Background: an optimization exercise with open tools, aiming at small area, a short achievable clock period and few clock cycles. Do not read the settings as production practice. RTL that was checked went through simulation tests only; none was proved equivalent to the original. Power is estimated from default activity; no workload was simulated.

Design franklin_rx, start of the top module:
module franklin_rx (
    input  wire       clk,
    input  wire       rst,           
    input  wire       in_valid,
    input  wire       in_timeout,
    input  wire [7:0] in_byte,
    output wire       in_ready,
    output reg        tx_valid,
    output wire [7:0] tx_byte,
    output reg        ind_valid,
    input  wire       ind_ready,
    output reg        ind_dispatch,
    output reg  [7:0] ind_data,
    output reg        ind_last,
    input  wire [1:0] verdict
);
Size: about 1500 flip-flops, about 36 I/O pins.
==> flow/config.mk <==
export PLATFORM = sky130hd
export DESIGN_NAME = franklin_rx
export DESIGN_NICKNAME = franklin_rx
export VERILOG_FILES = /design/flow/design.v
export SDC_FILE = /design/flow/constraint.sdc
export NUM_CORES = 4
export LEC_CHECK = 0
export CAP_MARGIN = 20
export CORE_MARGIN = 2
export CORE_UTILIZATION = 45
export CTS_CLUSTER_DIAMETER = 100
export CTS_CLUSTER_SIZE = 20
export PLACE_DENSITY = 0.6
export SLEW_MARGIN = 20
==> flow/constraint.sdc <==
create_clock -name core_clock -period 10.0 [get_ports {clk}]
set_input_delay 2.0000 -clock core_clock [delete_from_list [all_inputs] [get_ports {clk}]]
set_output_delay 2.0000 -clock core_clock [all_outputs]
set_load 0.01 [all_outputs]
standard.sh (not shown) runs the stock make flow with config.mk's settings and CLKGATE_MAP_FILE= SYNTH_SCRIPT=/design/flow/synth_recipe.tcl, a recipe that flattens the netlist after the stock synthesis.
==> flow/flow/run.sh <==
#!/bin/bash
# The standard layout (the standard.sh: standard synthesis, floorplan,
# placement, CTS, routing), with the setup repair steps aiming for more slack
# than the clock period needs, so that they shorten the critical paths.
set -euo pipefail
export SETUP_SLACK_MARGIN=7.0
bash standard.sh > standard.log 2>&1
Testbench counts at the start, summed over its fixed seeds: cycles 80,353.
Rerun with:
--- a/flow/flow/run.sh
+++ b/flow/flow/run.sh
@@ -5,3 +5,3 @@
 set -euo pipefail
-export SETUP_SLACK_MARGIN=7.0
+export SETUP_SLACK_MARGIN=6.8
 bash standard.sh > standard.log 2>&1
Settings changed: CORE_UTILIZATION 45 to 50, PLACE_DENSITY 0.6 to 0.65.
Cell area went down slightly.
Global-route usage went up by 2.1 points.
Die area went down by roughly a tenth.
Power went down slightly.
Combinational power went down by a little under a tenth.
Synthesized area does not change.
Flip-flop and latch count stays the same.
Synthesized cell count stays the same.
Maximum frequency went up slightly.
Utilization went up by 5.0 points.
Setup slack gets better by 0.022 ns.
Rerun with:
--- a/flow/flow/run.sh
+++ b/flow/flow/run.sh
@@ -5,3 +5,3 @@
 set -euo pipefail
-export SETUP_SLACK_MARGIN=6.8
+export SETUP_SLACK_MARGIN=7.2
 bash standard.sh > standard.log 2>&1
Outcome:
- routed wire length grows by 1.8%
- synthesized area does not change
- die area is unchanged
- core utilization grows by 1.4 points
- worst setup slack improved by 0.036 ns
- cell area grows by 2.6%
- clock-buffer cell count shrinks by 5
Rerun with:
--- a/flow/flow/run.sh
+++ b/flow/flow/run.sh
@@ -5,3 +5,3 @@
 set -euo pipefail
-export SETUP_SLACK_MARGIN=7.2
+export SETUP_SLACK_MARGIN=7.0
 bash standard.sh > standard.log 2>&1
Settings changed: CAP_MARGIN 20 to 0, SLEW_MARGIN 20 to 0.
=> The new run produced a clean layout. Design area decreases slightly. Synthesized cell count does not change. Area after synthesis is unchanged. Global-route usage decreases by 0.41 points. Sequential share of layout area increases by 1.3 points. Setup slack got worse by 0.025 ns. Wire length decreases slightly.

========
## amber
Starting RTL as in the previous note.
Settings: LEC_CHECK=0, CAP_MARGIN=20, CORE_MARGIN=2, CORE_UTILIZATION=50, CTS_CLUSTER_DIAMETER=100, CTS_CLUSTER_SIZE=24, PLACE_DENSITY=0.65, SLEW_MARGIN=20; clock period 10.0 ns.
==> flow/flow/run.sh <==
#!/bin/bash
# The standard layout (the standard.sh: standard synthesis, floorplan,
# placement, CTS, routing), with the setup repair steps aiming for more slack
# than the clock period needs, so that they shorten the critical paths.
set -euo pipefail
export SETUP_SLACK_MARGIN=7.0
bash standard.sh > standard.log 2>&1
amber: no failed stages, no open violations at the end
Testbench counts of amber, summed over its fixed seeds: cycles 80,353.
Inputs modified between amber and yarrow:
--- a/flow/config.mk
+++ b/flow/config.mk
@@ -12 +12 @@
-export CTS_CLUSTER_SIZE = 24
+export CTS_CLUSTER_SIZE = 20
## What came out
yarrow has completed all stages; timing, DRC and antenna checks passed.
Of the two candidates, amber has the worse worst hold slack and yarrow the better one.
[yarrow] clock tree cell share of total cell area rose 0.41 points relative to amber
yarrow vs. amber: final clock period utilization by the worst path did not really move; first-iteration DRC count went down 332.
For quartz, these inputs were changed with respect to yarrow:
--- a/flow/config.mk
+++ b/flow/config.mk
@@ -8 +8 @@
-export CAP_MARGIN = 20
+export CAP_MARGIN = 10
@@ -14 +14 @@
-export SLEW_MARGIN = 20
+export SLEW_MARGIN = 10
--- outcome ---
quartz finished end to end and its layout was clean on timing, DRC and antenna.
The power of quartz and that of yarrow are within noise of each other.
Summary — routing usage on met1, quartz relative to yarrow: higher, by 0.72 points.
There was hardly any difference in cell area after layout between quartz and yarrow.
On sequential share of layout area, yarrow and quartz are neck and neck.
Routed wire length of quartz is on par with yarrow.
Of yarrow and quartz, the run reporting the higher internal power of the cells was quartz.

========
Setup of v6:
franklin_rx, a different RTL version from the one above (not shown whole).
Size in the first run: about 3,500 cells after synthesis, roughly 1,500 flip-flops, roughly 36 I/O pins, roughly 57,000 um^2 of cells after synthesis.
clock: 10.0 ns
lec_check: 0
cap_margin: 40
core_margin: 2
core_utilization: 40
slew_margin: 40
==> flow/flow/run.sh <==
#!/bin/bash
# The standard layout (the standard.sh: standard synthesis, floorplan,
# placement, CTS, routing), with the setup repair steps aiming for more slack
# than the clock period needs, so that they shorten the critical paths.
set -euo pipefail
export SETUP_SLACK_MARGIN=6.0
bash standard.sh > standard.log 2>&1
The following lists how v7 was set up differently from v6:
diff --git a/flow/flow/run.sh b/flow/flow/run.sh
--- a/flow/flow/run.sh
+++ b/flow/flow/run.sh
@@ -4,4 +4,4 @@
 # than the clock period needs, so that they shorten the critical paths.
 set -euo pipefail
-export SETUP_SLACK_MARGIN=6.0
+export SETUP_SLACK_MARGIN=6.8
 bash standard.sh > standard.log 2>&1
==> comparison <==
- v7 ended with every stage complete and zero timing, DRC or antenna violations.
- Delta (v7 minus v6): net count reported at finish went up; largest net degree at the start of global routing shows a reduction of 5; total of cells resized after clock tree synthesis shows an increase of 356.
- The sequential share of cell area number comes out lower for v7 vs v6.
- Comparing v7 and v6, the lower detailed-routing iteration count for the pre-antenna-repair pass was measured on v6.
Function was not checked in any run of this note: the RTL went through the layout flow alone.

========
franklin_rx, a different RTL version from the one above (not shown whole).
Size in the first run: roughly 3500 cells after synthesis, ~1500 flip-flops, ~36 I/O pins.
==> flow/config.mk <==
export PLATFORM = sky130hd
export DESIGN_NAME = franklin_rx
export DESIGN_NICKNAME = franklin_rx
export VERILOG_FILES = /design/flow/design.v
export SDC_FILE = /design/flow/constraint.sdc
export NUM_CORES = 4
export LEC_CHECK = 0
export CAP_MARGIN = 20
export CORE_MARGIN = 2
export CORE_UTILIZATION = 50
export PLACE_DENSITY = 0.65
export SLEW_MARGIN = 20
==> flow/constraint.sdc <==
create_clock -name core_clock -period 10.0 [get_ports {clk}]
set_input_delay 2.0000 -clock core_clock [delete_from_list [all_inputs] [get_ports {clk}]]
set_output_delay 2.0000 -clock core_clock [all_outputs]
set_load 0.01 [all_outputs]
==> flow/flow/run.sh <==
#!/bin/bash
# The standard layout (the standard.sh: standard synthesis, floorplan,
# placement, CTS, routing), with the setup repair steps aiming for more slack
# than the clock period needs, so that they shorten the critical paths.
set -euo pipefail
export SETUP_SLACK_MARGIN=6.8
bash standard.sh > standard.log 2>&1
The starting point passed the timing, DRC and antenna checks.
Testbench counts at the start, summed over its fixed seeds: cycles 80,353.
Change:
- CTS_CLUSTER_DIAMETER: default -> 100
- CTS_CLUSTER_SIZE: default -> 20
The changed run completed with no timing, DRC or antenna violations.
Global-route usage goes down by 0.36 points.
Fmax rises by a few percent.
Clock power goes down by a quarter to a third.
Design area fell by a few percent.
Area after synthesis does not change.
Register-to-register slack gets better by 90 ps.

## port drivers added, routing unchanged
No port has a modelled driver above. Below, the same layouts with a new extraction and two added sets of constraints. Step 1 assumes that a clkbuf_16 drives the clock port and a buf_2 every other input. Step 2 times the ports against the registers' clock, not the clock port: input delays grow and output delays shrink by t, the midpoint of the rising clock arrivals with the driver on. Slacks: ideal ports / drivers / drivers and shift; pairs: ideal ports / drivers.
| run | shift t [ns] | setup WS [ns] | worst setup path after step 2 | slew at the worst register clock pin (ns) |
|---|---|---|---|---|
| the first run of note 1 | 0.752 | 6.798 / 6.726 / 6.313 | input to register | 0.09 / 0.09 |
| the second run of note 1 | 0.753 | 6.819 / 6.759 / 6.202 | input to register | 0.09 / 0.09 |
| the third run of note 1 | 0.748 | 6.856 / 6.779 / 6.380 | input to register | 0.09 / 0.09 |
| the fourth run of note 1 | 0.750 | 6.831 / 6.762 / 6.346 | input to register | 0.09 / 0.09 |
| amber | 0.739 | 6.839 / 6.772 / 6.322 | input to register | 0.10 / 0.10 |
| yarrow | 0.756 | 6.847 / 6.780 / 6.341 | input to register | 0.09 / 0.09 |
| quartz | 0.750 | 6.831 / 6.762 / 6.346 | input to register | 0.09 / 0.09 |
| v6 | 0.859 | 5.691 / 5.691 / 5.385 | input to register | 0.07 / 0.07 |
| v7 | 0.863 | 6.590 / 6.519 / 5.917 | input to register | 0.07 / 0.07 |
| the first run of note 4 | 0.862 | 6.485 / 6.485 / 5.954 | input to register | 0.07 / 0.07 |
| the second run of note 4 | 0.783 | 6.575 / 6.575 / 5.958 | input to register | 0.09 / 0.09 |
After both steps setup and hold are still met in every run listed. For v7, which loses most, drivers alone change the setup slack by -0.071 ns; drivers and shift together by -0.673 ns.
